Context: an optimization exercise on an open-source flow, tuned for small area, a short achievable clock period and few clock cycles per item. The choices shown serve that exercise and are no tape-out recipe. The RTL was checked by simulation tests, not by an equivalence proof against the original design. Power is estimated from default activity; no workload was simulated.

==> flow/design.v <==
module mnet_crc_step (
    input  wire [15:0] crc_in,
    input  wire [7:0]  data,
    output reg  [15:0] crc_out
);
    integer i;
    always @(*) begin
        crc_out = crc_in ^ {data, 8'h00};
        for (i = 0; i < 8; i = i + 1) begin
            if (crc_out[15])
                crc_out = {crc_out[14:0], 1'b0} ^ 16'h1021;
            else
                crc_out = {crc_out[14:0], 1'b0};
        end
    end
endmodule
module mnet_rxv (
    input  wire        clk,
    input  wire        rst,
    input  wire        key_wr,
    input  wire [2:0]  key_len,
    input  wire [47:0] key_data,
    input  wire        line_rx_valid,
    output wire        line_rx_ready,
    input  wire [7:0]  line_rx_data,
    input  wire        rx_obf,
    output wire        resp_valid,
    input  wire        resp_ready,
    output wire [7:0]  resp_data,
    output wire        resp_last
);
    localparam NB = 16;           
    localparam NS = 17;           
    localparam QD = 8;            
    localparam QA = 3;            
    localparam Q_OK  = 2'd0,
               Q_CRC = 2'd1,
               Q_BAD = 2'd2;
    integer k;
    genvar gb;
    reg [47:0] key;
    reg [2:0]  klen;
    always @(posedge clk) begin
        if (rst) begin
            klen <= 3'd0;
        end else if (key_wr && key_len >= 3'd3 && key_len <= 3'd6) begin
            klen <= key_len;
            key  <= key_data;
        end
    end
    reg       rdy_q;
    reg       i_v, s_v;
    reg [7:0] i_d, s_d;
    reg       i_o, s_o;
    reg       i_ff, i_01, i_04, i_00;
    wire      acc = line_rx_valid && rdy_q;
    wire      consume;
    assign line_rx_ready = rdy_q;
    wire [7:0] n_d = s_v ? s_d : line_rx_data;
    wire       n_o = s_v ? s_o : rx_obf;
    always @(posedge clk) begin
        if (rst) begin
            i_v   <= 1'b0;
            s_v   <= 1'b0;
            rdy_q <= 1'b0;
        end else begin
            if (!i_v || consume) begin
                i_d  <= n_d;
                i_o  <= n_o;
                i_ff <= (n_d == 8'hFF);
                i_01 <= (n_d == 8'h01);
                i_04 <= (n_d == 8'h04);
                i_00 <= (n_d == 8'h00);
                i_v  <= s_v || acc;
                s_v  <= s_v && acc;
            end else begin
                if (acc) s_v <= 1'b1;
            end
            if (acc && (s_v || (i_v && !consume))) begin
                s_d <= line_rx_data; s_o <= rx_obf;
            end
            rdy_q <= !((s_v && !(consume || !i_v)) || (acc && i_v && !consume) || (acc && s_v));
        end
    end
    reg [8:0] wc, cm, rc;
    reg [4:0] rdd;                
    reg       at_rc;              
    reg [4:0] ph;                 
    reg       room;               
    function [4:0] inc17(input [4:0] x);
        inc17 = (x == 5'd16) ? 5'd0 : x + 5'd1;
    endfunction
    function [4:0] dec17(input [4:0] x);
        dec17 = (x == 5'd0) ? 5'd16 : x - 5'd1;
    endfunction
    reg [7:0]  wb [0:NB-1];
    reg [4:0]  np;                
    reg [3:0]  wbk;
    reg [NB-1:0] woh;             
    reg [4:0]  dd;
    reg [4:0]  wd, cd;            
    reg        we;                
    reg        npnz, np1;         
    wire [7:0] rout [0:NB-1];     
    reg  [NB-1:0] roh;            
    reg  [7:0] wbd, rring;
    integer b;
    always @(*) begin
        wbd   = 8'h00;
        rring = 8'h00;
        for (b = 0; b < NB; b = b + 1) begin
            wbd   = wbd   | (wb[b]   & {8{woh[b]}});
            rring = rring | (rout[b] & {8{roh[b]}});
        end
    end
    generate
        for (gb = 0; gb < NB; gb = gb + 1) begin : bank
            reg [8*NS-1:0] r;
            always @(posedge clk) begin
                r <= {r[8*NS-9:0], (we && woh[gb]) ? wbd : r[8*NS-1 -: 8]};
            end
            assign rout[gb] = r[8*NS-1 -: 8];
        end
    endgenerate
    reg        p_hunt, p_hdr, p_pay, p_crc1, p_crc2, p_term;
    reg        p_body;    
    reg        p_st;      
    reg        esc;
    reg [4:0]  hc;        
    reg [7:0]  rem;       
    reg        rem1;      
    reg [15:0] crc;
    reg        crc0;      
    reg        obf;
    reg [2:0]  ki;
    reg [7:0]  kx;        
    wire [2:0] ki_n = (ki == klen - 3'd1) ? 3'd0 : ki + 3'd1;
    reg  [7:0] key_n;
    always @(*) begin
        case (ki_n)
            3'd0:    key_n = key[7:0];
            3'd1:    key_n = key[15:8];
            3'd2:    key_n = key[23:16];
            3'd3:    key_n = key[31:24];
            3'd4:    key_n = key[39:32];
            default: key_n = key[47:40];
        endcase
    end
    wire [15:0] crc_next;
    mnet_crc_step u_crc (.crc_in(crc), .data(i_d), .crc_out(crc_next));
    reg [1:0]  sq [0:QD-1];
    reg [QA:0] sq_wp, sq_rp;
    reg        sq_full;
    wire       sq_empty = (sq_wp == sq_rp);
    wire in_body   = p_body;
    wire body_ok   = esc ? i_ff : !i_ff;             
    wire esc_start = in_body && !esc && i_ff;
    wire lone_esc  = in_body && esc && !i_ff;
    wire body_byte = in_body && body_ok;
    wire store     = p_st && body_ok;
    wire start     = p_hunt && i_01;
    wire fr_end    = p_term || lone_esc;
    wire good_end  = p_term && i_04 && crc0;
    wire bad_end   = fr_end && !good_end;
    reg  wb_free;         
    wire can = !((store || start) && !(wb_free && room)) && !(fr_end && sq_full)
               && !(bad_end && npnz);
    assign consume = i_v && can;
    wire [7:0] pay_x = (obf && p_pay) ? (i_d ^ kx) : i_d;
    wire       wr    = consume && store;
    wire [1:0] st_code = good_end ? Q_OK : (p_term && i_04) ? Q_CRC : Q_BAD;
    always @(posedge clk) begin
        if (rst) begin
            p_hunt <= 1'b1;
            p_hdr  <= 1'b0;
            p_pay  <= 1'b0;
            p_crc1 <= 1'b0;
            p_crc2 <= 1'b0;
            p_term <= 1'b0;
            p_body <= 1'b0;
            p_st   <= 1'b0;
            esc    <= 1'b0;
            sq_wp  <= {(QA+1){1'b0}};
        end else if (consume) begin
            if (p_hunt && i_01) begin
                p_hunt <= 1'b0;
                p_hdr  <= 1'b1;
                p_body <= 1'b1;
                p_st   <= 1'b1;
                esc    <= 1'b0;
                hc     <= 5'b00001;
                crc    <= 16'h0000;
                crc0   <= 1'b1;
                obf    <= i_o && (klen != 3'd0);
                ki     <= 3'd0;
                kx     <= key[7:0];
            end
            if (p_term || lone_esc) begin
                p_term <= 1'b0;
                p_hdr  <= 1'b0;
                p_pay  <= 1'b0;
                p_crc1 <= 1'b0;
                p_crc2 <= 1'b0;
                p_body <= 1'b0;
                p_st   <= 1'b0;
                p_hunt <= 1'b1;
            end
            if (esc_start) esc <= 1'b1;
            if (body_byte) begin
                esc <= 1'b0;
                crc <= crc_next;
                crc0 <= (crc_next == 16'h0000);
                if (p_hdr) begin
                    hc <= {hc[3:0], 1'b0};
                    if (hc[4]) begin
                        rem    <= i_d;
                        rem1   <= (i_d == 8'h01);
                        p_hdr  <= 1'b0;
                        p_pay  <= !i_00;
                        p_crc1 <= i_00;
                        p_st   <= !i_00;
                    end
                end
                if (p_pay) begin
                    rem  <= rem - 8'd1;
                    rem1 <= (rem == 8'd2);
                    ki   <= ki_n;
                    kx   <= key_n ^ i_d;
                    if (rem1) begin
                        p_pay  <= 1'b0;
                        p_crc1 <= 1'b1;
                        p_st   <= 1'b0;
                    end
                end
                if (p_crc1) begin
                    p_crc1 <= 1'b0;
                    p_crc2 <= 1'b1;
                end
                if (p_crc2) begin
                    p_crc2 <= 1'b0;
                    p_term <= 1'b1;
                    p_body <= 1'b0;
                end
            end
            if (fr_end) begin
                sq[sq_wp[QA-1:0]] <= st_code;
                sq_wp <= sq_wp + 1'b1;
            end
        end
    end
    wire       sq_push = consume && fr_end;
    wire       sq_pop;
    wire [QA:0] sq_wp1 = sq_wp + 1'b1;
    wire [QA:0] sq_rpn = sq_rp + sq_pop;
    wire        sqf_p  = (sq_wp1[QA] != sq_rpn[QA]) && (sq_wp1[QA-1:0] == sq_rpn[QA-1:0]);
    wire        sqf_n  = (sq_wp[QA] != sq_rpn[QA]) && (sq_wp[QA-1:0] == sq_rpn[QA-1:0]);
    always @(posedge clk) begin
        if (rst) sq_full <= 1'b0;
        else     sq_full <= sq_push ? sqf_p : sqf_n;
    end
    wire       inc  = consume && (store || start);
    wire [4:0] np_k = np - {4'd0, we};
    always @(posedge clk) begin
        if (rst)      wb_free <= 1'b1;
        else if (inc) wb_free <= (np_k < 5'd15);
        else          wb_free <= (np_k < 5'd16);
    end
    always @(posedge clk) begin
        if (rst) begin
            wc   <= 9'd0;
            cm   <= 9'd0;
            ph   <= 5'd0;
            np   <= 5'd0;
            npnz <= 1'b0;
            np1  <= 1'b0;
            we   <= 1'b0;
            wbk  <= 4'd0;
            woh  <= {{(NB-1){1'b0}}, 1'b1};
            dd   <= 5'd0;
            wd   <= 5'd0;
            cd   <= 5'd0;
            room <= 1'b0;
        end else begin
            ph   <= inc17(ph);
            room <= ((wc - rc) < 9'd270);
            np   <= np_k + {4'd0, inc};
            npnz <= inc ? 1'b1 : (np_k != 5'd0);
            np1  <= inc ? (np_k == 5'd0) : (np_k == 5'd1);
            we   <= we ? (inc || !np1) : ((dd == 5'd1) && (inc || npnz));
            if (we) begin
                wbk <= wbk + 4'd1;
                woh <= {woh[NB-2:0], woh[NB-1]};
            end
            else    dd  <= dec17(dd);
            cd <= dec17(cd);
            if (wb_free) wb[wc[3:0]] <= pay_x;
            if (inc) begin
                wc <= wc + 9'd1;
            end else begin
                wd <= dec17(wd);
            end
            if (consume && good_end) begin
                cm <= wc;
                cd <= dec17(wd);
            end
            if (consume && bad_end) begin
                wc  <= cm;
                wd  <= dec17(cd);
                wbk <= cm[3:0];
                woh <= {{(NB-1){1'b0}}, 1'b1} << cm[3:0];
                dd  <= dec17(cd);
            end
        end
    end
    localparam R_IDLE = 1'b0, R_DATA = 1'b1;
    reg         rs;
    reg [2:0]   rhc;        
    reg [7:0]   rrem;       
    reg         rrem1;      
    reg         space;      
    reg         len_end;    
    wire        byp   = we && (wbk == rc[3:0]);
    wire [7:0]  rbyte = byp ? wbd : rring;
    wire        rzero = (rbyte == 8'h00);
    reg       o_v, o_l, k_v, k_l;
    reg [7:0] o_d, k_d;
    assign resp_valid = o_v;
    assign resp_data  = o_d;
    assign resp_last  = o_l;
    wire [1:0] sq_head = sq[sq_rp[QA-1:0]];
    wire       r_stat  = ((rs == R_IDLE) || len_end) && !sq_empty && space;
    wire       r_data  = (rs == R_DATA) && at_rc && space && !len_end;
    assign     sq_pop  = r_stat;
    wire       d_last  = (rhc == 3'd4) ? rzero : (rhc == 3'd5) && rrem1;
    always @(posedge clk) begin
        if (rst) begin
            rs      <= R_IDLE;
            sq_rp   <= {(QA+1){1'b0}};
            rc      <= 9'd0;
            rdd     <= 5'd0;
            at_rc   <= 1'b1;
            roh     <= {{(NB-1){1'b0}}, 1'b1};
            len_end <= 1'b0;
        end else begin
            len_end <= r_data && (rhc == 3'd4) && rzero;
            if (!(r_data || (r_stat && sq_head == Q_OK))) begin
                rdd   <= dec17(rdd);
                at_rc <= (rdd == 5'd1);
            end
            if (len_end) rs <= R_IDLE;
            if (r_stat) begin
                sq_rp <= sq_rp + 1'b1;
                rhc   <= 3'd0;
                if (sq_head == Q_OK) begin
                    rs  <= R_DATA;
                    rc  <= rc + 9'd1;
                    roh <= {roh[NB-2:0], roh[NB-1]};
                end
            end
            if (r_data) begin
                rc  <= rc + 9'd1;
                roh <= {roh[NB-2:0], roh[NB-1]};
                if (rhc != 3'd5) rhc <= rhc + 3'd1;
                if (rhc == 3'd4) begin
                    rrem  <= rbyte;
                    rrem1 <= (rbyte == 8'h01);
                end else begin
                    rrem  <= rrem - 8'd1;
                    rrem1 <= (rrem == 8'd2);
                end
                if (rhc == 3'd5 && rrem1) rs <= R_IDLE;
            end
        end
    end
    wire       q_v = r_stat || r_data;
    wire [7:0] q_d = r_stat ? ((sq_head == Q_OK) ? 8'h00 : (sq_head == Q_CRC) ? 8'h03 : 8'h02)
                           : rbyte;
    wire       q_l = r_stat ? (sq_head != Q_OK) : d_last;
    wire       drain = o_v && resp_ready;
    wire       s0v = drain ? k_v : o_v;
    wire       s1v = drain ? 1'b0 : k_v;
    wire [7:0] s0d = drain ? k_d : o_d;
    wire       s0l = drain ? k_l : o_l;
    wire       nq_o = s0v || q_v;
    wire       n_k = s1v || (s0v && q_v);
    always @(posedge clk) begin
        if (rst) begin
            o_v   <= 1'b0;
            k_v   <= 1'b0;
            space <= 1'b0;
        end else begin
            o_v <= nq_o;
            k_v <= n_k;
            if (s0v)      begin o_d <= s0d; o_l <= s0l; end
            else if (q_v) begin o_d <= q_d; o_l <= q_l; end
            if (!s1v && q_v) begin k_d <= q_d; k_l <= q_l; end
            space <= drain ? !(k_v && q_v) : !(k_v || (o_v && q_v));
        end
    end
endmodule
==> flow/run.sh <==
#!/bin/bash
# synth_recipe.tcl (not shown) runs the flow's synth.tcl, then flattens the netlist and writes it again
# the make line also repeats each setting of config.mk as NAME=value (left out here)
make -C /OpenROAD-flow-scripts/flow DESIGN_CONFIG=/design/flow/config.mk WORK_HOME=/design/flow/orfs CLKGATE_MAP_FILE= SYNTH_SCRIPT=/design/flow/synth_recipe.tcl finish
==> flow/config.mk <==
export PLATFORM = sky130hd
export DESIGN_NAME = mnet_rxv
export DESIGN_NICKNAME = mnet_rxv
export VERILOG_FILES = /design/flow/design.v
export SDC_FILE = /design/flow/constraint.sdc
export NUM_CORES = 4
export LEC_CHECK = 0
export ABC_CLOCK_PERIOD_IN_PS = 2400
export CAP_MARGIN = 20
export CORE_MARGIN = 2
export CORE_UTILIZATION = 65
export CTS_CLUSTER_DIAMETER = 95
export CTS_CLUSTER_SIZE = 28
export SETUP_SLACK_MARGIN = 2.7
export SLEW_MARGIN = 20
==> flow/constraint.sdc <==
create_clock -name core_clock -period 5.0 [get_ports {clk}]
set_input_delay 1.0000 -clock core_clock [delete_from_list [all_inputs] [get_ports {clk}]]
set_output_delay 1.0000 -clock core_clock [all_outputs]
set_load 0.01 [all_outputs]
==> results of run 1 <==
-- metrics by stage --
step	util, %	hold slack (ns)	instance area (sq um)	setup slack, ns	std cells
6_report	72.8	0.316	70600	2.66	5632
3_3_place_gp	68.1	0.310	66000	1.72	5421
3_5_place_dp	68.1	0.312	66000	1.66	5421
4_1_cts	72.0	0.314	69900	2.66	5599
5_1_grt	72.8	0.329	70600	2.57	5632
2_1_floorplan	-	0.310	64100	2.10	4187
-- timing repair --
action | CTS | global route
hold buffers | 0 | 0
setup buffers | 45 | 30
endpoints found under the setup margin | 243 | 161
cloned | 4 | 3
gates resized for setup | 220 | 102
pin swaps | 38 | 49
-- registers in the layout (all words and copies together) (netlist names), 9 cells and up, named ones only --
register,count
bank.r,2176
wb,128
key,48
crc,16
roh,16
sq,16
woh,16
cm,9
rc,9
wc,9
-- final timing paths --
kind                 startpoint       endpoint  slack (ns)  depth (start not counted)
setup / recovery         woh[6]            o_l        2.66                          9
hold / removal    bank[2].r[50]  bank[2].r[58]        0.32                          0
hold reg to reg   bank[2].r[50]  bank[2].r[58]        0.32                          0
setup reg to reg         woh[6]            o_l        2.66                          9
-- routing by layer --
layer / share of wire, % / wire, microns / GRT usage (%)
met3: 6.0 / 6470 / 4.55
met2: 44 / 47400 / 32.3
met5: 0 / 0 / 0
met4: 3.4 / 3690 / 7.45
met1: 47 / 51000 / 31.0
-- cell usage in the layout, fill, tap and decap left out, types with 36 or more instances in the layout --
cell type           n
clkdlybuf4s50_1    63
a21oi_1           244
edfxtp_1          287
inv_1              39
buf_4              88
nor2_1            249
dfxtp_1          2256
o21ai_0            41
a22o_1             53
nand2_1           183
a221oi_1           36
xnor2_1            74
clkbuf_16         106
-- cells by family after synthesis --
logic type,after synthesis
mux,34
compound gates,525
simple gates,689
flops,2589
xor+xnor,115
fa+ha+maj,38
buf+inv,197
-- area by class of cell --
type                            count  share of cell area, %
Sequential cell                  2589                   77.7
Multi-Input combinational cell   1407                   13.5
Clock buffer                      121                   3.84
Timing Repair Buffer              184                   2.32
Tap cell                         1276                   2.26
Inverter                           46                  0.280
Clock inverter                      8                  0.168
Timing Repair inverter              1                0.00709
-- power by group through the flow --
stage	Clock (mW)	Combinational, mW	Sequential (mW)
after global placement	0	1.15	22.2
after floorplan	0	0.790	22.1
after detailed placement	0	1.16	22.3
after global routing	10.6	1.48	21.8
after CTS	9.87	1.29	21.8
final	9.60	1.36	21.8
==> summary.md, run 1 <==
| Metric | Value |
|---|---|
| CTS clock-pin slew for the worst setup and hold paths | `0.10 ns` |
| Critical Path Fanout Max | `6` |
| Synth top area cells | `dfxtp_1 72%, edfxtp_1 13%, a21oi_1 2.0%` |
| WP data required | `5.54 ns` |
| GRT Total Usage | `21.4%` |
| Synth area leader | `dfxtp_1` |
| Compound-Gate Fraction of Synth Area | `5.20%` |
| TritonRoute pass-1 iters | `6` |
| Adder-cell share of the synthesized area | `0.756%` |
| Slowest stage delay, CP | `0.40 ns` |
| Combinational share of power | `4.2%` |
| Sequential Area | `0.0548 sq mm` |
| Wirelength per Cell | `19.3 microns` |
| Largest family of logic cells by synthesized area | `compound AO/OA/AOI/OAI gates` |
| Sequential fraction of the synthesis area | `85.7%` |
| Slowest cell on crit path | `dfxtp_4` |
| Final Total Pwr | `32.7 mW` |
| Die X-Extent | `317 microns` |
| Clock latency (worst-skew pair) | `0.73 ns` |
| PwrDens | `464 mW/mm^2` |
| Number of global-route vias before repair | `27,400` |
| Lkg Pwr | `26.8 nW` |
| Post-Syn Nets | `4,290` |
| Initial Util | `65.8%` |
| # diodes | `0` |
| Status | `finished clean` |
| DR vias | `29,000` |
| Mean Syn Cell Area | `15.3 sq um` |
| Period utilization | `46.9%` |
| Yosys reg bits | `2,589` |
| Async set or reset register ratio after synthesis | `0%` |
| Initial antenna violation count | `0` |
| XOR/XNOR share of the synthesized area | `1.60%` |
| Crit start category | `flip-flop` |
| First-pass GRT wire length | `162,000 microns` |
| Yosys cell types | `71` |
| Routed WL | `109,000 microns` |
| Post-route ant nets | `0` |
| Pin count of the biggest net entering global routing | `68` |
| Internal power | `26.0 mW` |
| Setup Total Neg Slack | `0 ns` |
| Worst Skew | `0.0296 ns` |
| Clk root buf | `clkbuf_16` |
| # Max-Cap Violations | `0` |
| Final GP Congestion | `0.898` |
| Ys Warns | `2` |
| Mapped Area | `0.0639 sq mm` |
| IO buf count | `75` |
| Crit path max-delay family | `compound AO/OA/AOI/OAI gates` |
| Crit Path Class | `flip-flop to flip-flop` |
| Reg power frac | `66.5%` |
| Sw Pwr | `6.72 mW` |
| Gr ovfl total | `0` |
| Share of cells above drive strength 1 | `10.6%` |
| Clock share of power | `29.3%` |
| Finish-stage setup viols | `0` |
| Top-count cell post-synth | `dfxtp_1` |
| Dpl hpwl | `69,400 microns` |
| Fin crit period | `2.34 ns` |
| Hold WC Path Type | `flip-flop to flip-flop` |
| H-tree depth | `3` |
| Crit path DAT | `2.89 ns` |
| Worst Setup End Kind | `flip-flop` |
| Area delta synth->final | `10.5%` |
| WP buf/inv | `2` |
| Maximum clock rate | `427 MHz` |
| Mapped Cells | `4,187` |
| Ys flop type | `dfxtp_1` |
| Die ar. | `0.101 sq mm` |
| Chip height | `317 microns` |
| IO Pins | `76` |
| FILL cells | `6,300` |
| Final Hold Fails | `0` |
| Nets | `4,434` |
| Core footprint | `0.0970 sq mm` |
| Top-area cell type share of the netlist area | `72.2%` |
| TritonCTS Buffers | `102` |
| Post-synth EDFFs | `287` |
| Vias per cell | `5.15` |
| RSZ-0062 raised after global routing | `true` |
| Slew headroom | `27.8%` |
| Row cnt | `114` |
| DRC errors left | `0` |
| Max-slew violation count | `0` |
| Sw frac | `20.5%` |
| CTS sink count | `2,589` |
| Simple-Gate Fraction of Synth Area | `4.97%` |
| Crit-path cells | `buf_2 > a22o_1 > a221oi_1 > and4_1 > buf_12 > mux2i_2 > nor2_2 > a41oi_2 > o31ai_1` |
| CTS Buffer Depth | `3` |
| Multiplexer share of the synthesized area | `0.629%` |
| CTS tree | `yes` |
| Peak VDD IR | `0.394 mV` |
| Initial DRC Count | `2,121` |
| Synth top cells by count | `2,302 x dfxtp_1, 287 x edfxtp_1, 262 x nor2_1, 258 x a21oi_1, 191 x nand2_1` |
| Worst Tran Pin Value | `1.08 ns` |
| Area of the multi-input gates | `0.00950 sq mm` |
Testbench counts, summed over its fixed seeds: cycles 16,123, items 192.
==> inputs of run 2 (changes only) <==
--- a/flow/design.v
+++ b/flow/design.v
@@ -153,3 +153,4 @@
     reg        sq_full;
-    wire       sq_empty = (sq_wp == sq_rp);
+    reg        sq_ne;         
+    reg  [1:0] sq_head;       
     wire in_body   = p_body;
@@ -245,3 +246,2 @@
             if (fr_end) begin
-                sq[sq_wp[QA-1:0]] <= st_code;
                 sq_wp <= sq_wp + 1'b1;
@@ -260,2 +260,10 @@
     end
+    always @(posedge clk) begin
+        if (!sq_full) sq[sq_wp[QA-1:0]] <= st_code;
+    end
+    always @(posedge clk) begin
+        if (rst) sq_ne <= 1'b0;
+        else     sq_ne <= sq_push || (sq_wp != sq_rpn);
+        sq_head <= (sq_rpn == sq_wp) ? st_code : sq[sq_rpn[QA-1:0]];
+    end
     wire       inc  = consume && (store || start);
@@ -285,3 +293,3 @@
             room <= ((wc - rc) < 9'd270);
-            np   <= np_k + {4'd0, inc};
+            np   <= inc ? np_k + 5'd1 : np_k;
             npnz <= inc ? 1'b1 : (np_k != 5'd0);
@@ -329,4 +337,3 @@
     assign resp_last  = o_l;
-    wire [1:0] sq_head = sq[sq_rp[QA-1:0]];
-    wire       r_stat  = ((rs == R_IDLE) || len_end) && !sq_empty && space;
+    wire       r_stat  = ((rs == R_IDLE) || len_end) && sq_ne && space;
     wire       r_data  = (rs == R_DATA) && at_rc && space && !len_end;
--- a/flow/config.mk
+++ b/flow/config.mk
@@ -11,4 +11,4 @@
 export CORE_UTILIZATION = 65
-export CTS_CLUSTER_DIAMETER = 95
-export CTS_CLUSTER_SIZE = 28
+export CTS_CLUSTER_DIAMETER = 90
+export CTS_CLUSTER_SIZE = 26
 export SETUP_SLACK_MARGIN = 2.7
==> run 2 against run 1 <==
  * Final cell count decreased by 0.55%
  * Count of clock-buffer cells in the layout increased by 9
  * Total power decreased by 0.42%
  * Maximum frequency decreased by 0.11%
  * Via count decreased by 1.6%
  * Cell area decreased by 0.72%
  * Die area increased by 0.15%
  * Hold slack improved by 0.00088 ns
  * First-iteration DRC count decreased by 14%
  * Wire length decreased by 0.56%
==> summary.md, run 2 <==
| Metric | Value |
|---|---|
| Number of global-route vias before repair | `27,100 (was 27,400)` |
| DR vias | `28,500 (was 29,000)` |
| Final Hold Fails | `0 (unchanged)` |
| Final Total Pwr | `32.6 mW (was 32.7 mW)` |
| Crit-path cells | `buf_6 (was buf_2 > a22o_1 > a221oi_1 > and4_1 > buf_12 > mux2i_2 > nor2_2 > a41oi_2 > o31ai_1)` |
| Sequential Area | `0.0548 sq mm (about the same)` |
| Critical Path Fanout Max | `1 (was 6)` |
| # Max-Cap Violations | `0 (unchanged)` |
| Die X-Extent | `318 microns (was 317 microns)` |
| Worst Setup End Kind | `primary output (was flip-flop)` |
| Synth top cells by count | `2,302 x dfxtp_1, 287 x edfxtp_1, 252 x a21oi_1, 246 x nor2_1, 182 x nand2_1 (was 2,302 x dfxtp_1, 287 x edfxtp_1, 262 x nor2_1, 258 x a21oi_1, 191 x nand2_1)` |
| H-tree depth | `3 (unchanged)` |
| Peak VDD IR | `0.402 mV (was 0.394 mV)` |
| Top-count cell post-synth | `dfxtp_1 (unchanged)` |
| Ys Warns | `2 (unchanged)` |
| Initial DRC Count | `1,827 (was 2,121)` |
| PwrDens | `465 mW/mm^2 (was 464 mW/mm^2)` |
| Slowest stage delay, CP | `0.45 ns (was 0.40 ns)` |
| Crit path DAT | `1.35 ns (was 2.89 ns)` |
| Area delta synth->final | `9.55% (was 10.5%)` |
| Slew headroom | `27.9% (was 27.8%)` |
| Wirelength per Cell | `19.3 microns (about the same)` |
| Clock latency (worst-skew pair) | `0.75 ns (was 0.73 ns)` |
| Core footprint | `0.0980 sq mm (was 0.0970 sq mm)` |
| Yosys cell types | `77 (was 71)` |
| Initial Util | `65.3% (was 65.8%)` |
| Worst Tran Pin Value | `1.08 ns (about the same)` |
| TritonRoute pass-1 iters | `5 (was 6)` |
| Max-slew violation count | `0 (unchanged)` |
| Lkg Pwr | `26.6 nW (was 26.8 nW)` |
| Setup Total Neg Slack | `0 ns (unchanged)` |
| IO Pins | `76 (unchanged)` |
| Final GP Congestion | `0.834 (was 0.898)` |
| Post-Syn Nets | `4,264 (was 4,290)` |
| Share of cells above drive strength 1 | `8.91% (was 10.6%)` |
| Sequential fraction of the synthesis area | `85.5% (was 85.7%)` |
| Clk root buf | `clkbuf_16 (unchanged)` |
| Dpl hpwl | `69,300 microns (was 69,400 microns)` |
| TritonCTS Buffers | `109 (was 102)` |
| Maximum clock rate | `426 MHz (was 427 MHz)` |
| RSZ-0062 raised after global routing | `true (unchanged)` |
| First-pass GRT wire length | `162,000 microns (about the same)` |
| Hold WC Path Type | `flip-flop to flip-flop (unchanged)` |
| Synth top area cells | `dfxtp_1 72%, edfxtp_1 13%, a21oi_1 2.0% (unchanged)` |
| CTS clock-pin slew for the worst setup and hold paths | `0.11 ns (was 0.10 ns)` |
| Area of the multi-input gates | `0.00897 sq mm (was 0.00950 sq mm)` |
| Post-synth EDFFs | `287 (unchanged)` |
| Crit Path Class | `flip-flop to primary output (was flip-flop to flip-flop)` |
| Yosys reg bits | `2,589 (unchanged)` |
| Synth area leader | `dfxtp_1 (unchanged)` |
| Largest register FFs | `2,176 (unchanged)` |
| IO buf count | `75 (unchanged)` |
| Die ar. | `0.101 sq mm (about the same)` |
| WP data required | `4.00 ns (was 5.54 ns)` |
| CTS sink count | `2,589 (unchanged)` |
| Status | `finished clean (unchanged)` |
| Most frequent cells in the layout | `2,272 x dfxtp_1, 287 x edfxtp_1, 245 x a21oi_1, 240 x nor2_1, 178 x nand2_1 (was 2,256 x dfxtp_1, 287 x edfxtp_1, 249 x nor2_1, 244 x a21oi_1, 183 x nand2_1)` |
| Nets | `4,387 (was 4,434)` |
| Ys flop type | `dfxtp_1 (unchanged)` |
| Routed WL | `108,000 microns (was 109,000 microns)` |
| Largest reg by FF count | `bank.r (unchanged)` |
| Chip height | `318 microns (was 317 microns)` |
| Top-area cell type share of the netlist area | `72.1% (was 72.2%)` |
| Cts hold-fix bufs | `0 (unchanged)` |
| Mapped Cells | `4,160 (was 4,187)` |
| Post-route ant nets | `0 (unchanged)` |
| DRC errors left | `0 (unchanged)` |
| Fin crit period | `2.35 ns (was 2.34 ns)` |
| Vias per cell | `5.09 (was 5.15)` |
| Worst Skew | `0.0354 ns (was 0.0296 ns)` |
| Crit start category | `flip-flop (unchanged)` |
| Row cnt | `115 (was 114)` |
| Mean Syn Cell Area | `15.4 sq um (was 15.3 sq um)` |
| FILL cells | `6,457 (was 6,300)` |
| Most common cell after layout, fill and taps aside | `dfxtp_1 (unchanged)` |
| Crit path max-delay family | `flip-flops (was compound AO/OA/AOI/OAI gates)` |
| Async set or reset register ratio after synthesis | `0% (unchanged)` |
| Period utilization | `46.9% (about the same)` |
| GRT Total Usage | `21.2% (was 21.4%)` |
| Gr ovfl total | `0 (unchanged)` |
| Finish-stage setup viols | `0 (unchanged)` |
| Slowest cell on crit path | `edfxtp_1 (was dfxtp_4)` |
| Initial antenna violation count | `5 (was 0)` |
| CTS tree | `yes (unchanged)` |
| Pin count of the biggest net entering global routing | `63 (was 68)` |
| WP buf/inv | `1 (was 2)` |
| Mapped Area | `0.0640 sq mm (was 0.0639 sq mm)` |
| CTS Buffer Depth | `3 (unchanged)` |
## run 2: cell types whose count changed after synthesis, sizes merged, moves of 8 or more
| cell | before | now |
|---|---|---|
| and3 | 26 | 15 |
| o21ai | 53 | 45 |
| o22ai | 4 | 12 |
| a31oi | 8 | 25 |
| mux2 | 9 | 17 |
| nand2 | 191 | 183 |
| nor2 | 263 | 248 |
| clkbuf | 128 | 112 |
| a22oi | 24 | 33 |
| nand3 | 40 | 50 |
| buf | 23 | 46 |
## run 2: cells by family (layout without fill, tap and decap cells)
family	after synthesis	count (layout)	share of synthesized area (%)
flip-flops	2589	2589	85.5
XOR/XNOR	113	113	1.59
adder cells (fa/ha/maj)	39	39	0.775
other	0	3	0
AO/OA/AOI/OAI	531	531	5.34
multiplexers	38	38	0.706
AND/OR/NAND/NOR	647	649	4.60
buffers and inverters	203	352	1.46
## run 2: metrics by stage
stage	util (%)	instances	setup WS, ns	hold WS (ns)	cell area, sq um
after floorplan	-	4160	2.10	0.310	64100
after global placement	67.2	5396	1.61	0.309	65900
after detailed placement	67.2	5396	1.57	0.312	65900
after CTS	70.9	5557	2.62	0.316	69500
after global routing	71.5	5598	2.59	0.315	70100
final	71.5	5601	2.65	0.317	70100
## run 2: path summary, 6_finish.rpt
path                   from              to  slack [ns]  depth (start not counted)
max                     o_l       resp_last        2.65                          1
min          bank[0].r[126]  bank[0].r[134]        0.32                          0
max reg2reg       wb[13][6]          o_d[6]        2.70                          7
min reg2reg  bank[0].r[126]  bank[0].r[134]        0.32                          0
## run 2: repair_timing
item,4_1_cts,5_1_grt
setup endpoints to repair,247,132
endpoints found under the hold margin,0,0
buffers inserted,20,38
gates resized for setup,157,58
pin swaps,17,25
cloned,2,3
## run 2: layout make-up
type	instances	area share [%]
Antenna cell	3	0.0107
Clock buffer	130	4.04
Clock inverter	9	0.227
Inverter	45	0.257
Multi-Input combinational cell	1370	12.8
Sequential cell	2589	78.2
Tap cell	1287	2.30
Timing Repair Buffer	167	2.21
Timing Repair inverter	1	0.00714
## run 2: routing by layer
metal	track usage, %	wire (microns)	up-vias
met2	31.8	46500	605
met4	7.82	3730	2
met1	31.9	53000	13700
li1	-	-	14000
met3	3.11	4650	174
met5	0	13	-
## run 2: where the power goes
group / internal (mW) / total, mW / leakage (nW) / switching (mW)
logic: 0.511 / 1.17 / 3.92 / 0.661
registers: 21.4 / 21.6 / 21.2 / 0.186
clock network: 4.05 / 9.84 / 1.45 / 5.79
Testbench counts of run 2, summed over its fixed seeds: cycles 16,123, items 192.
==> inputs of run 3 (changes only) <==
--- a/flow/config.mk
+++ b/flow/config.mk
@@ -10,3 +10,3 @@
 export CORE_MARGIN = 2
-export CORE_UTILIZATION = 65
+export CORE_UTILIZATION = 70
 export CTS_CLUSTER_DIAMETER = 90
==> run 3 against run 2 <==
  * Clock power rose by 1%
  * Via count rose by 4.1%
  * First-iteration DRC count increased by 28%
  * Count of clock-buffer cells in the layout fell by 2
  * Hold slack got worse by 0.018 ns
  * Global-route usage grew 4.5 points
  * Die area decreased by 7.1%
  * Sequential cell count unchanged
  * Maximum frequency decreased by 4.8%
  * Critical path type unchanged
  * Critical endpoint is now resp_data[3]
  * Largest cell class unchanged
==> summary.md, run 3 <==
| Metric | Value |
|---|---|
| Status | `finished clean (unchanged)` |
| TritonRoute pass-1 iters | `5 (unchanged)` |
| IO Pins | `76 (unchanged)` |
| Ys Warns | `2 (unchanged)` |
| Hold WC Path Type | `flip-flop to flip-flop (unchanged)` |
| Final Total Pwr | `32.7 mW (was 32.6 mW)` |
| Sequential fraction of the synthesis area | `85.5% (unchanged)` |
| Worst reg2reg path startpoint | `we (was wb[13][6])` |
| Synth top area cells | `dfxtp_1 72%, edfxtp_1 13%, a21oi_1 2.0% (unchanged)` |
| CTS tree | `yes (unchanged)` |
| Critical Path Sink | `resp_data[3] (was resp_last)` |
| RSZ-0062 raised after global routing | `true (unchanged)` |
| Area delta synth->final | `9.13% (was 9.55%)` |
| Slowest cell on crit path | `edfxtp_1 (unchanged)` |
| PwrDens | `469 mW/mm^2 (was 465 mW/mm^2)` |
| Non-Filler Instances | `5,472 (was 5,601)` |
| GRT Total Usage | `25.7% (was 21.2%)` |
| Sw frac | `20.8% (was 20.4%)` |
| Max-slew violation count | `0 (unchanged)` |
| Combinational share of power | `3.5% (was 3.6%)` |
| Top-count cell post-synth | `dfxtp_1 (unchanged)` |
| Final Hold Fails | `0 (unchanged)` |
| FILL cells | `5,033 (was 6,457)` |
| Design area | `0.0698 sq mm (was 0.0701 sq mm)` |
| Crit-path cells | `buf_2 (was buf_6)` |
| CTS clock-pin slew for the worst setup and hold paths | `0.10 ns (was 0.11 ns)` |
| Row cnt | `110 (was 115)` |
| Final GP Congestion | `0.893 (was 0.834)` |
| Post-Syn Nets | `4,264 (unchanged)` |
| Worst Setup End Kind | `primary output (unchanged)` |
| Reg-to-Reg End | `bank[14].r[6] (was o_d[6])` |
| Mapped Cells | `4,160 (unchanged)` |
| WP buf/inv | `1 (unchanged)` |
| Sequential Area | `0.0548 sq mm (about the same)` |
| Crit. Startpoint | `o_d[3] (was o_l)` |
| Flop2flop setup slack | `2.63 ns (was 2.70 ns)` |
| H-tree depth | `3 (unchanged)` |
| Setup Total Neg Slack | `0 ns (unchanged)` |
| Stages on worst setup path | `1 (unchanged)` |
| Maximum clock rate | `406 MHz (was 426 MHz)` |
| Slowest stage delay, CP | `0.53 ns (was 0.45 ns)` |
| Core footprint | `0.0903 sq mm (was 0.0980 sq mm)` |
| Largest reg by FF count | `bank.r (unchanged)` |
| Yosys reg bits | `2,589 (unchanged)` |
| Share of cells above drive strength 1 | `8.91% (about the same)` |
| Worst Tran Pin Value | `1.18 ns (was 1.08 ns)` |
| Finish-stage setup viols | `0 (unchanged)` |
| DR vias | `29,700 (was 28,500)` |
| Yosys cell types | `77 (unchanged)` |
| Crit Path Class | `flip-flop to primary output (unchanged)` |
| Internal power | `25.9 mW (was 26.0 mW)` |
| Chip height | `306 microns (was 318 microns)` |
| Reg power frac | `66.1% (was 66.2%)` |
| Sw Pwr | `6.80 mW (was 6.64 mW)` |
| Peak VDD IR | `0.413 mV (was 0.402 mV)` |
| Crit start category | `flip-flop (unchanged)` |
| Pin count of the biggest net entering global routing | `63 (unchanged)` |
| IO buf count | `75 (unchanged)` |
| First-pass GRT wire length | `180,000 microns (was 162,000 microns)` |
| Crit path max-delay family | `flip-flops (unchanged)` |
| Initial antenna violation count | `2 (was 5)` |
| DRC errors left | `0 (unchanged)` |
| Gr ovfl total | `0 (unchanged)` |
| Routed WL | `120,000 microns (was 108,000 microns)` |
| Most frequent cells in the layout | `2,267 x dfxtp_1, 287 x edfxtp_1, 246 x a21oi_1, 237 x nor2_1, 178 x nand2_1 (was 2,272 x dfxtp_1, 287 x edfxtp_1, 245 x a21oi_1, 240 x nor2_1, 178 x nand2_1)` |
| Post-route ant nets | `0 (unchanged)` |
| Final hold slack | `0.299 ns (was 0.317 ns)` |
| Slew headroom | `21.6% (was 27.9%)` |
| Die X-Extent | `306 microns (was 318 microns)` |
| Mean Syn Cell Area | `15.4 sq um (unchanged)` |
| Wirelength per Cell | `22.0 microns (was 19.3 microns)` |
| Placed Instances | `5,280 (was 5,396)` |
| Cts hold-fix bufs | `0 (unchanged)` |
| TritonCTS Buffers | `109 (unchanged)` |
| Critical Path Fanout Max | `1 (unchanged)` |
| Async set or reset register ratio after synthesis | `0% (unchanged)` |
| CTS sink count | `2,589 (unchanged)` |
| Number of global-route vias before repair | `29,700 (was 27,100)` |
| Clock share of power | `30.4% (was 30.2%)` |
| Initial DRC Count | `2,343 (was 1,827)` |
| Most common cell after layout, fill and taps aside | `dfxtp_1 (unchanged)` |
| Area of the multi-input gates | `0.00908 sq mm (was 0.00897 sq mm)` |
| WP data required | `4.00 ns (about the same)` |
| Top-area cell type share of the netlist area | `72.1% (unchanged)` |
| Dpl hpwl | `71,400 microns (was 69,300 microns)` |
| Fin crit period | `2.46 ns (was 2.35 ns)` |
| # Max-Cap Violations | `0 (unchanged)` |
| Synth area leader | `dfxtp_1 (unchanged)` |
| Vias per cell | `5.43 (was 5.09)` |
| Clock latency (worst-skew pair) | `0.75 ns (about the same)` |
| Crit path DAT | `1.46 ns (was 1.35 ns)` |
| Initial Util | `70.8% (was 65.3%)` |
| Post-synth EDFFs | `287 (unchanged)` |
| Worst Skew | `0.0440 ns (was 0.0354 ns)` |
| Mapped Area | `0.0640 sq mm (unchanged)` |
| Lkg Pwr | `26.4 nW (was 26.6 nW)` |
| Ys flop type | `dfxtp_1 (unchanged)` |
| Die ar. | `0.0938 sq mm (was 0.101 sq mm)` |
| Cell Area, Placed | `0.0657 sq mm (was 0.0659 sq mm)` |
| Largest register FFs | `2,176 (unchanged)` |
| Period utilization | `49.3% (was 46.9%)` |
| Nets | `4,365 (was 4,387)` |
| R2r worst-path depth | `5 (was 7)` |
| CTS Buffer Depth | `3 (unchanged)` |
| Clk root buf | `clkbuf_16 (unchanged)` |
| Synth top cells by count | `2,302 x dfxtp_1, 287 x edfxtp_1, 252 x a21oi_1, 246 x nor2_1, 182 x nand2_1 (unchanged)` |
-- run 3: how the worst min path moves through the flow --
stage	from	to	slack (ns)	cells after the start
3_3_place_gp	bank[4].r[72]	bank[4].r[80]	0.31	0
2_1_floorplan	bank[0].r[92]	bank[0].r[100]	0.31	0
4_1_cts	bank[3].r[76]	bank[3].r[84]	0.30	0
3_5_place_dp	bank[1].r[42]	bank[1].r[50]	0.31	0
6_report	bank[11].r[120]	bank[11].r[128]	0.30	0
5_1_grt	bank[3].r[76]	bank[3].r[84]	0.30	0
-- run 3: stage by stage --
stage	util, %	setup slack, ns
final	77.3	2.54
after global routing	77.3	2.52
after CTS	76.7	2.52
after detailed placement	72.8	1.71
after global placement	72.8	1.80
after floorplan	-	2.10
-- run 3: layout make-up --
cell class              count  share of cell area [%]
diodes                      9                  0.0323
flip-flops and latches   2589                    78.5
multi-input cells        1370                    13.0
inverters                  45                   0.253
clock buffers             128                    4.01
clock inverters             9                   0.210
well taps                1176                    2.11
repair buffers            146                    1.91
-- run 3: cell families (layout without fill, tap and decap cells) --
logic type	Yosys count	after routing	share of synthesized area (%)
flops	2589	2589	85.5
simple gates	647	649	4.60
compound gates	531	531	5.34
buf+inv	203	328	1.46
xor+xnor	113	113	1.59
fa+ha+maj	39	39	0.775
mux	38	38	0.706
other cells	0	9	0
-- run 3: timing repair --
action	in CTS	in global routing
pin swaps	15	19
setup buffers	16	27
gates cloned	1	2
setup endpoints to repair	328	231
gates resized for setup	153	70
-- run 3: power groups by stage --
stage                     clock (mW)  sequential [mW]  combinational [mW]
after floorplan                    0             22.0               0.753
after global placement             0             22.0               0.992
after detailed placement           0             22.1                1.02
after CTS                       10.1             21.6                1.08
after global routing            10.8             21.7                1.27
final                           9.94             21.6                1.15
-- run 3: per-layer routing --
metal / GRT usage [%] / part of all wire [%]
met3: 3.88 / 5.4
met2: 40.6 / 46
met5: 0 / 0
met4: 8.93 / 3.6
met1: 36.9 / 45
==> inputs of run 4 (changes only) <==
--- a/flow/config.mk
+++ b/flow/config.mk
@@ -10,5 +10,5 @@
 export CORE_MARGIN = 2
-export CORE_UTILIZATION = 70
-export CTS_CLUSTER_DIAMETER = 90
-export CTS_CLUSTER_SIZE = 26
+export CORE_UTILIZATION = 65
+export CTS_CLUSTER_DIAMETER = 100
+export CTS_CLUSTER_SIZE = 30
 export SETUP_SLACK_MARGIN = 2.7
==> run 4 against run 3 <==
  * Core utilization fell by 6.1 points
  * Total power decreased by 2.0%
  * Critical endpoint is now resp_last
  * Maximum frequency up 5.8%
  * Final cell count is 2.0% higher
  * Worst setup slack improved by 0.13 ns
  * Cell area is essentially flat
  * Synthesized cell count is the same
  * First-iteration DRC count fell by 19%
==> summary.md, run 4 <==
| Metric | Value |
|---|---|
| CTS sink count | `2,589 (unchanged)` |
| Critical Path Sink | `resp_last (was resp_data[3])` |
| Most frequent cells in the layout | `2,269 x dfxtp_1, 287 x edfxtp_1, 246 x a21oi_1, 236 x nor2_1, 178 x nand2_1 (was 2,267 x dfxtp_1, 287 x edfxtp_1, 246 x a21oi_1, 237 x nor2_1, 178 x nand2_1)` |
| Clock latency (worst-skew pair) | `0.73 ns (was 0.75 ns)` |
| Flop2flop setup slack | `2.72 ns (was 2.63 ns)` |
| Largest register FFs | `2,176 (unchanged)` |
| Pin count of the biggest net entering global routing | `63 (unchanged)` |
| Placed Instances | `5,396 (was 5,280)` |
| Nets | `4,374 (was 4,365)` |
| TritonCTS Buffers | `96 (was 109)` |
| Final Hold Fails | `0 (unchanged)` |
| First-pass GRT wire length | `161,000 microns (was 180,000 microns)` |
| Crit Path Class | `flip-flop to primary output (unchanged)` |
| Sw Pwr | `6.52 mW (was 6.80 mW)` |
| Synth top area cells | `dfxtp_1 72%, edfxtp_1 13%, a21oi_1 2.0% (unchanged)` |
| PwrDens | `459 mW/mm^2 (was 469 mW/mm^2)` |
| Vias per cell | `5.09 (was 5.43)` |
| IO Pins | `76 (unchanged)` |
| Initial antenna violation count | `7 (was 2)` |
| Critical Path Fanout Max | `1 (unchanged)` |
| Ys Warns | `2 (unchanged)` |
| Gr ovfl total | `0 (unchanged)` |
| R2r worst-path depth | `7 (was 5)` |
| Post-Syn Nets | `4,264 (unchanged)` |
| Mean Syn Cell Area | `15.4 sq um (unchanged)` |
| Worst reg2reg path startpoint | `woh[13] (was we)` |
| Maximum clock rate | `429 MHz (was 406 MHz)` |
| Post-synth EDFFs | `287 (unchanged)` |
| Chip height | `318 microns (was 306 microns)` |
| Core footprint | `0.0980 sq mm (was 0.0903 sq mm)` |
| Stages on worst setup path | `1 (unchanged)` |
| Ys flop type | `dfxtp_1 (unchanged)` |
| TritonRoute pass-1 iters | `7 (was 5)` |
| Reg-to-Reg End | `o_d[6] (was bank[14].r[6])` |
| Share of cells above drive strength 1 | `8.92% (was 8.91%)` |
| Final GP Congestion | `0.834 (was 0.893)` |
| H-tree depth | `3 (unchanged)` |
| Hold path startpoint | `bank[14].r[109] (was bank[11].r[120])` |
| # Max-Cap Violations | `0 (unchanged)` |
| Internal power | `25.5 mW (was 25.9 mW)` |
| Setup Total Neg Slack | `0 ns (unchanged)` |
| Lkg Pwr | `26.4 nW (about the same)` |
| DRC errors left | `0 (unchanged)` |
| Yosys cell types | `77 (unchanged)` |
| Wirelength per Cell | `19.3 microns (was 22.0 microns)` |
| Cts hold-fix bufs | `0 (unchanged)` |
| Crit-path cells | `buf_6 (was buf_2)` |
| Sequential fraction of the synthesis area | `85.5% (unchanged)` |
| Worst Skew | `0.0389 ns (was 0.0440 ns)` |
| IO buf count | `75 (unchanged)` |
| Worst Setup End Kind | `primary output (unchanged)` |
| Async set or reset register ratio after synthesis | `0% (unchanged)` |
| WP buf/inv | `1 (unchanged)` |
| Sw frac | `20.3% (was 20.8%)` |
| Max-slew violation count | `0 (unchanged)` |
| WP data required | `4.00 ns (about the same)` |
| CTS Buffer Depth | `3 (unchanged)` |
| Area delta synth->final | `9.14% (was 9.13%)` |
| Peak VDD IR | `0.419 mV (was 0.413 mV)` |
| Worst Tran Pin Value | `1.07 ns (was 1.18 ns)` |
| GRT Total Usage | `21.2% (was 25.7%)` |
| Crit. Startpoint | `o_l (was o_d[3])` |
| CTS clock-pin slew for the worst setup and hold paths | `0.12 ns (was 0.10 ns)` |
| Slew headroom | `28.8% (was 21.6%)` |
| Crit path max-delay family | `flip-flops (unchanged)` |
| Final hold slack | `0.298 ns (was 0.299 ns)` |
| Fin crit period | `2.33 ns (was 2.46 ns)` |
| Initial Util | `65.3% (was 70.8%)` |
| Clock share of power | `29.0% (was 30.4%)` |
| Reg power frac | `67.3% (was 66.1%)` |
| Die X-Extent | `318 microns (was 306 microns)` |
| Routed WL | `108,000 microns (was 120,000 microns)` |
| Most common cell after layout, fill and taps aside | `dfxtp_1 (unchanged)` |
| Hold WC Path Type | `flip-flop to flip-flop (unchanged)` |
| Number of global-route vias before repair | `27,000 (was 29,700)` |
| Crit start category | `flip-flop (unchanged)` |
| Post-route ant nets | `0 (unchanged)` |
| Top-count cell post-synth | `dfxtp_1 (unchanged)` |
| Synth top cells by count | `2,302 x dfxtp_1, 287 x edfxtp_1, 252 x a21oi_1, 246 x nor2_1, 182 x nand2_1 (unchanged)` |
| Final Total Pwr | `32.1 mW (was 32.7 mW)` |
| RSZ-0062 raised after global routing | `true (unchanged)` |
| Crit path DAT | `1.33 ns (was 1.46 ns)` |
| Clk root buf | `clkbuf_16 (unchanged)` |
| Status | `finished clean (unchanged)` |
| Yosys reg bits | `2,589 (unchanged)` |
| Combinational share of power | `3.7% (was 3.5%)` |
| Die ar. | `0.101 sq mm (was 0.0938 sq mm)` |
| Period utilization | `46.6% (was 49.3%)` |
| Mapped Cells | `4,160 (unchanged)` |
| Largest reg by FF count | `bank.r (unchanged)` |
| Mapped Area | `0.0640 sq mm (unchanged)` |
| Finish-stage setup viols | `0 (unchanged)` |
| Slowest stage delay, CP | `0.45 ns (was 0.53 ns)` |
| DR vias | `28,400 (was 29,700)` |
| Initial DRC Count | `1,894 (was 2,343)` |
| Synth area leader | `dfxtp_1 (unchanged)` |
| Top-area cell type share of the netlist area | `72.1% (unchanged)` |
| Slowest cell on crit path | `edfxtp_1 (unchanged)` |
| Dpl hpwl | `69,300 microns (was 71,400 microns)` |
| CTS tree | `yes (unchanged)` |
| Row cnt | `115 (was 110)` |
| Non-Filler Instances | `5,583 (was 5,472)` |
run 4: cell counts after synthesis:
Identical to the previous run, type by type.
run 4: cell families (layout without fill, tap and decap cells):
family / count (synthesis) / in the layout / share of synthesized area [%]
adders and majority gates: 39 / 39 / 0.775
DFF: 2589 / 2589 / 85.5
muxes: 38 / 38 / 0.706
xor gates and xnor gates: 113 / 113 / 1.59
other: 0 / 2 / 0
buffers and inverters: 203 / 336 / 1.46
AOI/OAI and AO/OA: 531 / 531 / 5.34
and+or+nand+nor: 647 / 648 / 4.60
run 4: final cells by class:
class / count / area, sq um
fillers: 6486 / 28200
diodes: 2 / 5.00
multi-input cells: 1369 / 9060
clock inverters: 6 / 101
well taps: 1287 / 1610
repair buffers: 168 / 1550
clock buffers: 116 / 2520
flip-flops and latches: 2589 / 54800
inverters: 45 / 180
repair inverters: 1 / 5.00
run 4: power by group through the flow:
stage	clock network, mW	registers [mW]	logic [mW]
final	9.30	21.6	1.18
after detailed placement	0	22.1	1.03
after global routing	10.3	21.6	1.30
after floorplan	0	22.0	0.753
after global placement	0	22.0	1.02
after CTS	9.52	21.6	1.13
run 4: how the worst min path moves through the flow:
stage / endpoint / slack (ns) / cells after the start
2_1_floorplan: bank[0].r[100] / 0.31 / 0
3_3_place_gp: bank[7].r[74] / 0.31 / 0
3_5_place_dp: bank[13].r[113] / 0.31 / 0
4_1_cts: bank[3].r[54] / 0.31 / 0
5_1_grt: bank[8].r[24] / 0.33 / 0
6_report: bank[14].r[117] / 0.30 / 0
run 4: what timing repair did:
action | CTS | global route
setup buffers | 21 | 39
setup endpoints to repair | 247 | 154
cloned | 2 | 1
pin swaps | 15 | 51
gates resized for setup | 160 | 90
run 4: per-layer routing:
metal | up-vias | GRT usage (%) | wire length, microns
met5 | - | 0 | 13
met4 | 2 | 8.04 | 4190
li1 | 14000 | - | -
met3 | 178 | 3.27 | 4760
met2 | 630 | 31.6 | 46100
met1 | 13600 | 31.7 | 52400
run 4: stage by stage:
step	util [%]	instance area, sq um	setup slack (ns)
finish	71.2	69800	2.67
global route	71.2	69800	2.61
CTS	70.6	69100	2.63
detailed placement	67.2	65900	1.57
global placement	67.2	65900	1.61
floorplan	-	64100	2.10
==> inputs of run 5 (changes only) <==
--- a/flow/config.mk
+++ b/flow/config.mk
@@ -13,3 +13,3 @@
 export CTS_CLUSTER_SIZE = 30
-export SETUP_SLACK_MARGIN = 2.7
+export SETUP_SLACK_MARGIN = 2.65
 export SLEW_MARGIN = 20
==> run 5 against run 4 <==
  * Maximum frequency down 3.5%
  * Combinational power is 4% lower
  * Cell area shrank 0.35%
  * Synthesized cell count unchanged
  * Total power about the same
  * First-iteration DRC count up 11%
  * Critical path type unchanged
  * Core utilization is 0.25 points lower
  * Largest power group unchanged
  * Sequential share of layout area up 0.26 points
  * Hold slack improved by 0.0097 ns
  * Wire length increased by 0.38%
==> summary.md, run 5 <==
| Metric | Value |
|---|---|
| # Max-Cap Violations | `0 (unchanged)` |
| Sw Pwr | `6.55 mW (was 6.52 mW)` |
| Most common cell after layout, fill and taps aside | `dfxtp_1 (unchanged)` |
| Simple-Gate Fraction of Synth Area | `4.60% (unchanged)` |
| GRT Total Usage | `21.1% (was 21.2%)` |
| Largest family of logic cells by synthesized area | `compound AO/OA/AOI/OAI gates (unchanged)` |
| Combinational share of power | `3.5% (was 3.7%)` |
| WP buf/inv | `1 (unchanged)` |
| Clock latency (worst-skew pair) | `0.74 ns (was 0.73 ns)` |
| H-tree depth | `3 (unchanged)` |
| Routed WL | `108,000 microns (about the same)` |
| Initial antenna violation count | `4 (was 7)` |
| Die ar. | `0.101 sq mm (unchanged)` |
| Status | `finished clean (unchanged)` |
| Critical Path Fanout Max | `1 (unchanged)` |
| Area delta synth->final | `8.75% (was 9.14%)` |
| DRC errors left | `0 (unchanged)` |
| Synth top cells by count | `2,302 x dfxtp_1, 287 x edfxtp_1, 252 x a21oi_1, 246 x nor2_1, 182 x nand2_1 (unchanged)` |
| Lkg Pwr | `26.3 nW (was 26.4 nW)` |
| First-pass GRT wire length | `161,000 microns (about the same)` |
| PwrDens | `461 mW/mm^2 (was 459 mW/mm^2)` |
| Final Total Pwr | `32.1 mW (about the same)` |
| Flop2flop setup slack | `2.67 ns (was 2.72 ns)` |
| Initial Util | `65.3% (unchanged)` |
| Placed Instances | `5,399 (was 5,396)` |
| Top-area cell type share of the netlist area | `72.1% (unchanged)` |
| Initial DRC Count | `2,093 (was 1,894)` |
| RSZ-0062 raised after global routing | `true (unchanged)` |
| Number of global-route vias before repair | `26,600 (was 27,000)` |
| Crit Path Class | `flip-flop to primary output (unchanged)` |
| Peak VDD IR | `0.351 mV (was 0.419 mV)` |
| Maximum clock rate | `415 MHz (was 429 MHz)` |
| Sw frac | `20.4% (was 20.3%)` |
| Crit start category | `flip-flop (unchanged)` |
| Mapped Area | `0.0640 sq mm (unchanged)` |
| Internal power | `25.5 mW (about the same)` |
| Max-slew violation count | `0 (unchanged)` |
| Share of cells above drive strength 1 | `8.28% (was 8.92%)` |
| Nets | `4,366 (was 4,374)` |
| Pin count of the biggest net entering global routing | `63 (unchanged)` |
| Final Hold Fails | `0 (unchanged)` |
| Post-synth EDFFs | `287 (unchanged)` |
| Multiplexer share of the synthesized area | `0.706% (unchanged)` |
| Mean Syn Cell Area | `15.4 sq um (unchanged)` |
| Worst Tran Pin Value | `1.05 ns (was 1.07 ns)` |
| Synth area leader | `dfxtp_1 (unchanged)` |
| Dpl hpwl | `69,500 microns (was 69,300 microns)` |
| TritonRoute pass-1 iters | `5 (was 7)` |
| Compound-Gate Fraction of Synth Area | `5.34% (unchanged)` |
| Synth top area cells | `dfxtp_1 72%, edfxtp_1 13%, a21oi_1 2.0% (unchanged)` |
| Post-Syn Nets | `4,264 (unchanged)` |
| Hold WC Path Type | `flip-flop to flip-flop (unchanged)` |
| CTS Buffer Depth | `3 (unchanged)` |
| Final GP Congestion | `0.810 (was 0.834)` |
| Async set or reset register ratio after synthesis | `0% (unchanged)` |
| WP data required | `4.00 ns (about the same)` |
| Worst Setup End Kind | `primary output (unchanged)` |
| Clk root buf | `clkbuf_16 (unchanged)` |
| Chip height | `318 microns (unchanged)` |
| Slew headroom | `30.0% (was 28.8%)` |
| TritonCTS Buffers | `96 (unchanged)` |
| Core footprint | `0.0980 sq mm (unchanged)` |
| Setup Total Neg Slack | `0 ns (unchanged)` |
| Sequential fraction of the synthesis area | `85.5% (unchanged)` |
| Top-count cell post-synth | `dfxtp_1 (unchanged)` |
| Row cnt | `115 (unchanged)` |
| IO Pins | `76 (unchanged)` |
| FILL cells | `6,440 (was 6,486)` |
| Die X-Extent | `318 microns (unchanged)` |
| Clock share of power | `29.1% (was 29.0%)` |
| CTS clock-pin slew for the worst setup and hold paths | `0.11 ns (was 0.12 ns)` |
| Ys Warns | `2 (unchanged)` |
| DR vias | `28,600 (was 28,400)` |
| Largest reg by FF count | `bank.r (unchanged)` |
| Crit-path cells | `buf_2 (was buf_6)` |
| Final WS setup | `2.59 ns (was 2.67 ns)` |
| Worst slack, placed | `1.55 ns (was 1.57 ns)` |
| Slowest stage delay, CP | `0.50 ns (was 0.45 ns)` |
| Yosys reg bits | `2,589 (unchanged)` |
| Slowest cell on crit path | `edfxtp_1 (unchanged)` |
| Adder-cell share of the synthesized area | `0.775% (unchanged)` |
| Cts hold-fix bufs | `0 (unchanged)` |
| Vias per cell | `5.13 (was 5.09)` |
| Crit path DAT | `1.41 ns (was 1.33 ns)` |
| Ys flop type | `dfxtp_1 (unchanged)` |
| IO buf count | `75 (unchanged)` |
| XOR/XNOR share of the synthesized area | `1.59% (unchanged)` |
| CTS tree | `yes (unchanged)` |
| Reg power frac | `67.3% (about the same)` |
| Crit path max-delay family | `flip-flops (unchanged)` |
| Finish-stage setup viols | `0 (unchanged)` |
| Non-Filler Instances | `5,580 (was 5,583)` |
| Yosys cell types | `77 (unchanged)` |
| Fin crit period | `2.41 ns (was 2.33 ns)` |
| Period utilization | `48.2% (was 46.6%)` |
| Post-route ant nets | `0 (unchanged)` |
| CTS sink count | `2,589 (unchanged)` |
| Mapped Cells | `4,160 (unchanged)` |
| Wirelength per Cell | `19.3 microns (about the same)` |
| Largest register FFs | `2,176 (unchanged)` |
| Worst Skew | `0.0483 ns (was 0.0389 ns)` |
| Most frequent cells in the layout | `2,272 x dfxtp_1, 287 x edfxtp_1, 247 x a21oi_1, 240 x nor2_1, 178 x nand2_1 (was 2,269 x dfxtp_1, 287 x edfxtp_1, 246 x a21oi_1, 236 x nor2_1, 178 x nand2_1)` |
| Gr ovfl total | `0 (unchanged)` |
[run 5: cell count changes in the layout (fill, tap and decap cells not counted), sizes merged]
cell,previous run,this run
clkinvlp,4,2
diode,2,4
clkbuf,116,118
inv,46,47
clkinv,2,4
buf,105,95
nor3,41,42
nand3,50,51
[run 5: cell type report]
class	instances	area, sq um	area share [%]
Multi-Input combinational cell	1371	8880	12.8
Antenna cell	4	10.0	0.0144
Clock inverter	8	145	0.209
Sequential cell	2589	54800	78.7
Clock buffer	117	2500	3.60
Inverter	45	176	0.254
Timing Repair Buffer	159	1470	2.11
Tap cell	1287	1610	2.32
[run 5: worst register-to-register path, cell delays in order (launching register included)]
cell,delay (ns)
edfxtp_1,0.42
and2_2,0.32
a21oi_4,0.25
o221ai_2,0.28
or2_2,0.48
and3_1,0.22
xnor2_1,0.14
a21oi_1,0.08
[run 5: power groups by stage]
stage	registers [mW]	logic, mW	clock network, mW
after CTS	21.6	1.07	9.60
after floorplan	22.0	0.752	0
after global placement	22.1	1.00	0
after global routing	21.6	1.24	10.3
final	21.6	1.13	9.34
after detailed placement	22.1	1.02	0
[run 5: worst paths after layout]
check / startpoint / cells past startpoint / end
setup / recovery: o_d[7] / 1 / resp_data[7]
hold reg to reg: bank[10].r[1] / 0 / bank[10].r[9]
setup reg to reg: i_01 / 7 / wd[4]
hold / removal: bank[10].r[1] / 0 / bank[10].r[9]
[run 5: routing by layer]
layer  up-vias  share of wire [%]  global-route usage, %
met1     13800                 50                   32.4
met5         -                  0                      0
met4         0                2.1                   5.76
li1      14000                  -                      -
met3       143                4.5                   2.94
met2       645                 44                   32.0
[run 5: cell families (layout without fill, tap and decap cells)]
logic type / Yosys count / count (layout)
AOI/OAI and AO/OA: 531 / 531
DFF: 2589 / 2589
and+or+nand+nor: 647 / 650
other: 0 / 4
muxes: 38 / 38
adders and majority gates: 39 / 39
xor gates and xnor gates: 113 / 113
buffers and inverters: 203 / 329
[run 5: through the flow]
| stage | util [%] | hold WS (ns) | instance area (sq um) |
|---|---|---|---|
| 6_report | 71.0 | 0.308 | 69600 |
| 5_1_grt | 71.0 | 0.315 | 69500 |
| 4_1_cts | 70.4 | 0.303 | 69000 |
| 3_5_place_dp | 67.2 | 0.312 | 65900 |
| 3_3_place_gp | 67.2 | 0.309 | 65900 |
| 2_1_floorplan | - | 0.310 | 64000 |
[run 5: timing repair]
action,in CTS,in global routing
endpoints found under the setup margin,253,165
resized for setup,134,64
pin swaps,11,23
gates cloned,2,2
buffers inserted,15,33
==> inputs of run 6 (changes only) <==
--- a/flow/config.mk
+++ b/flow/config.mk
@@ -10,6 +10,6 @@
 export CORE_MARGIN = 2
-export CORE_UTILIZATION = 65
-export CTS_CLUSTER_DIAMETER = 100
+export CORE_UTILIZATION = 62
+export CTS_CLUSTER_DIAMETER = 110
 export CTS_CLUSTER_SIZE = 30
-export SETUP_SLACK_MARGIN = 2.65
+export SETUP_SLACK_MARGIN = 2.7
 export SLEW_MARGIN = 20
==> run 6 against run 5 <==
  * Still clean
  * Register-to-register slack gained 0.02 ns
  * Final cell count grew 1.5%
  * Worst setup slack gained 0.0032 ns
  * Global-route usage shrank 0.78 points
  * Via count is essentially flat
  * Area after synthesis is the same
  * Critical path type unchanged
  * Largest cell class unchanged
==> summary.md, run 6 <==
| Metric | Value |
|---|---|
| Crit Path Class | `flip-flop to primary output (unchanged)` |
| First-pass GRT wire length | `162,000 microns (was 161,000 microns)` |
| GR Layer Usage met3 | `3.06% (was 2.94%)` |
| Initial antenna violation count | `3 (was 4)` |
| Slowest stage delay, CP | `0.50 ns (about the same)` |
| Met2 Usage GRT | `29.7% (was 32.0%)` |
| FILL cells | `7,064 (was 6,440)` |
| Peak VDD IR | `0.379 mV (was 0.351 mV)` |
| Worst Tran Pin Value | `1.07 ns (was 1.05 ns)` |
| Area of the multi-input gates | `0.00898 sq mm (was 0.00888 sq mm)` |
| Yosys reg bits | `2,589 (unchanged)` |
| Most frequent cells in the layout | `2,269 x dfxtp_1, 287 x edfxtp_1, 245 x a21oi_1, 241 x nor2_1, 178 x nand2_1 (was 2,272 x dfxtp_1, 287 x edfxtp_1, 247 x a21oi_1, 240 x nor2_1, 178 x nand2_1)` |
| Final Total Pwr | `32.0 mW (was 32.1 mW)` |
| Largest reg by FF count | `bank.r (unchanged)` |
| Fin crit period | `2.41 ns (about the same)` |
| Ys Warns | `2 (unchanged)` |
| Die X-Extent | `325 microns (was 318 microns)` |
| Slowest cell on crit path | `edfxtp_1 (unchanged)` |
| H-tree depth | `3 (unchanged)` |
| Cts hold-fix bufs | `0 (unchanged)` |
| DRC errors left | `0 (unchanged)` |
| Final Hold Fails | `0 (unchanged)` |
| CTS Buffer Depth | `3 (unchanged)` |
| Routed WL | `109,000 microns (was 108,000 microns)` |
| Clk root buf | `clkbuf_16 (unchanged)` |
| Initial Util | `62.7% (was 65.3%)` |
| Crit path max-delay family | `flip-flops (unchanged)` |
| GRT Max-Usage Layer | `met1 (unchanged)` |
| IO Pins | `76 (unchanged)` |
| Wirelength per Cell | `19.2 microns (was 19.3 microns)` |
| Setup Total Neg Slack | `0 ns (unchanged)` |
| Status | `finished clean (unchanged)` |
| Maximum clock rate | `415 MHz (about the same)` |
| IO buf count | `75 (unchanged)` |
| Sequential Area | `0.0548 sq mm (about the same)` |
| Mapped Cells | `4,160 (unchanged)` |
| Yosys cell types | `77 (unchanged)` |
| Area delta synth->final | `9.11% (was 8.75%)` |
| Met1 Use GR | `31.2% (was 32.4%)` |
| Pin count of the biggest net entering global routing | `63 (unchanged)` |
| Finish-stage setup viols | `0 (unchanged)` |
| CTS sink count | `2,589 (unchanged)` |
| Mapped Area | `0.0640 sq mm (unchanged)` |
| Vias per cell | `5.05 (was 5.13)` |
| Synth top area cells | `dfxtp_1 72%, edfxtp_1 13%, a21oi_1 2.0% (unchanged)` |
| Top-count cell post-synth | `dfxtp_1 (unchanged)` |
| Row cnt | `117 (was 115)` |
| GRT Total Usage | `20.4% (was 21.1%)` |
| DR vias | `28,600 (about the same)` |
| Synth area leader | `dfxtp_1 (unchanged)` |
| Crit path DAT | `1.41 ns (about the same)` |
| Period utilization | `48.2% (about the same)` |
| PwrDens | `458 mW/mm^2 (was 461 mW/mm^2)` |
| Nets | `4,375 (was 4,366)` |
| Post-route ant nets | `0 (unchanged)` |
| Mean Syn Cell Area | `15.4 sq um (unchanged)` |
| Top-area cell type share of the netlist area | `72.1% (unchanged)` |
| Dpl hpwl | `71,100 microns (was 69,500 microns)` |
| Lkg Pwr | `26.4 nW (was 26.3 nW)` |
| TritonCTS Buffers | `96 (unchanged)` |
| Slew headroom | `28.4% (was 30.0%)` |
| Critical Path Fanout Max | `1 (unchanged)` |
| Ys flop type | `dfxtp_1 (unchanged)` |
| Worst Skew | `0.0323 ns (was 0.0483 ns)` |
| Worst Setup End Kind | `primary output (unchanged)` |
| TritonRoute pass-1 iters | `6 (was 5)` |
| # Max-Cap Violations | `0 (unchanged)` |
| WP data required | `4.00 ns (about the same)` |
| Core footprint | `0.102 sq mm (was 0.0980 sq mm)` |
| Post-synth EDFFs | `287 (unchanged)` |
| Initial DRC Count | `2,366 (was 2,093)` |
## run 6: area by class of cell
cell class / instances / share of cell area [%]
diodes: 3 / 0.0108
clock buffers: 115 / 3.54
clock inverters: 7 / 0.156
inverters: 45 / 0.253
multi-input cells: 1370 / 12.9
flip-flops and latches: 2589 / 78.5
well taps: 1368 / 2.45
repair buffers: 169 / 2.24
## run 6: through the flow
step	cells	setup slack (ns)	utilization, %	hold slack [ns]	cell area, sq um
3_5_place_dp	5481	1.84	64.7	0.312	66000
4_1_cts	5631	2.57	67.8	0.316	69200
3_3_place_gp	5481	1.86	64.7	0.309	66000
6_report	5666	2.59	68.4	0.322	69800
5_1_grt	5663	2.55	68.4	0.327	69800
2_1_floorplan	4160	2.10	-	0.310	64100
## run 6: path summary, 6_finish.rpt
path                                startpoint        endpoint  slack (ns)  cells past startpoint
worst max-delay path                       o_l       resp_last        2.59                      1
worst min-delay path            bank[15].r[76]  bank[15].r[84]        0.32                      0
worst max register to register          woh[4]          o_d[7]        2.69                      8
worst min register to register  bank[15].r[76]  bank[15].r[84]        0.32                      0
## run 6: per-layer routing
metal	share of wire (%)	vias up
li1	-	14000
met5	0.019	-
met2	42	707
met1	50	13700
met3	5.0	161
met4	3.6	4
## run 6: cells by family after synthesis
logic type               synth area share [%]
AO/OA/AOI/OAI                            5.34
AND/OR/NAND/NOR                          4.60
adder cells (fa/ha/maj)                 0.775
XOR/XNOR                                 1.59
buffers and inverters                    1.46
flip-flops                               85.5
multiplexers                            0.706
## run 6: power breakdown
part	total [mW]	internal [mW]	switching, mW
combinational	1.17	0.512	0.659
sequential	21.6	21.4	0.186
clock	9.22	3.57	5.65
## run 6: timing repair
item | CTS | global route
setup endpoints to repair | 229 | 169
setup buffers | 27 | 30
pin swaps | 18 | 18
cloned | 1 | 2
resized for setup | 151 | 66

-- static timing again, ports no longer ideal --
The flow's constraints put no driver on any port. The routed layouts listed below were extracted and timed again, unchanged, in two steps.
Step 1 assumes that a clkbuf_16 drives the clock port and a buf_2 every other input.
Step 2, shift: input delay + t, output delay - t, t = (earliest + latest rising clock arrival at the registers) / 2. This alone moves slack from input paths to output paths.
Three values: no drivers, after step 1, after step 2; two values: the first two.
run | t (ns) | setup slack, ns
run 1 | 0.780 | 2.657 / 2.657 / 2.137
run 2 | 0.795 | 2.655 / 2.586 / 2.061
run 3 | 0.805 | 2.537 / 2.462 / 1.993
run 4 | 0.776 | 2.672 / 2.603 / 2.062
run 5 | 0.780 | 2.588 / 2.519 / 2.033
run 6 | 0.777 | 2.591 / 2.518 / 2.089
After both steps every run listed still meets setup and hold.
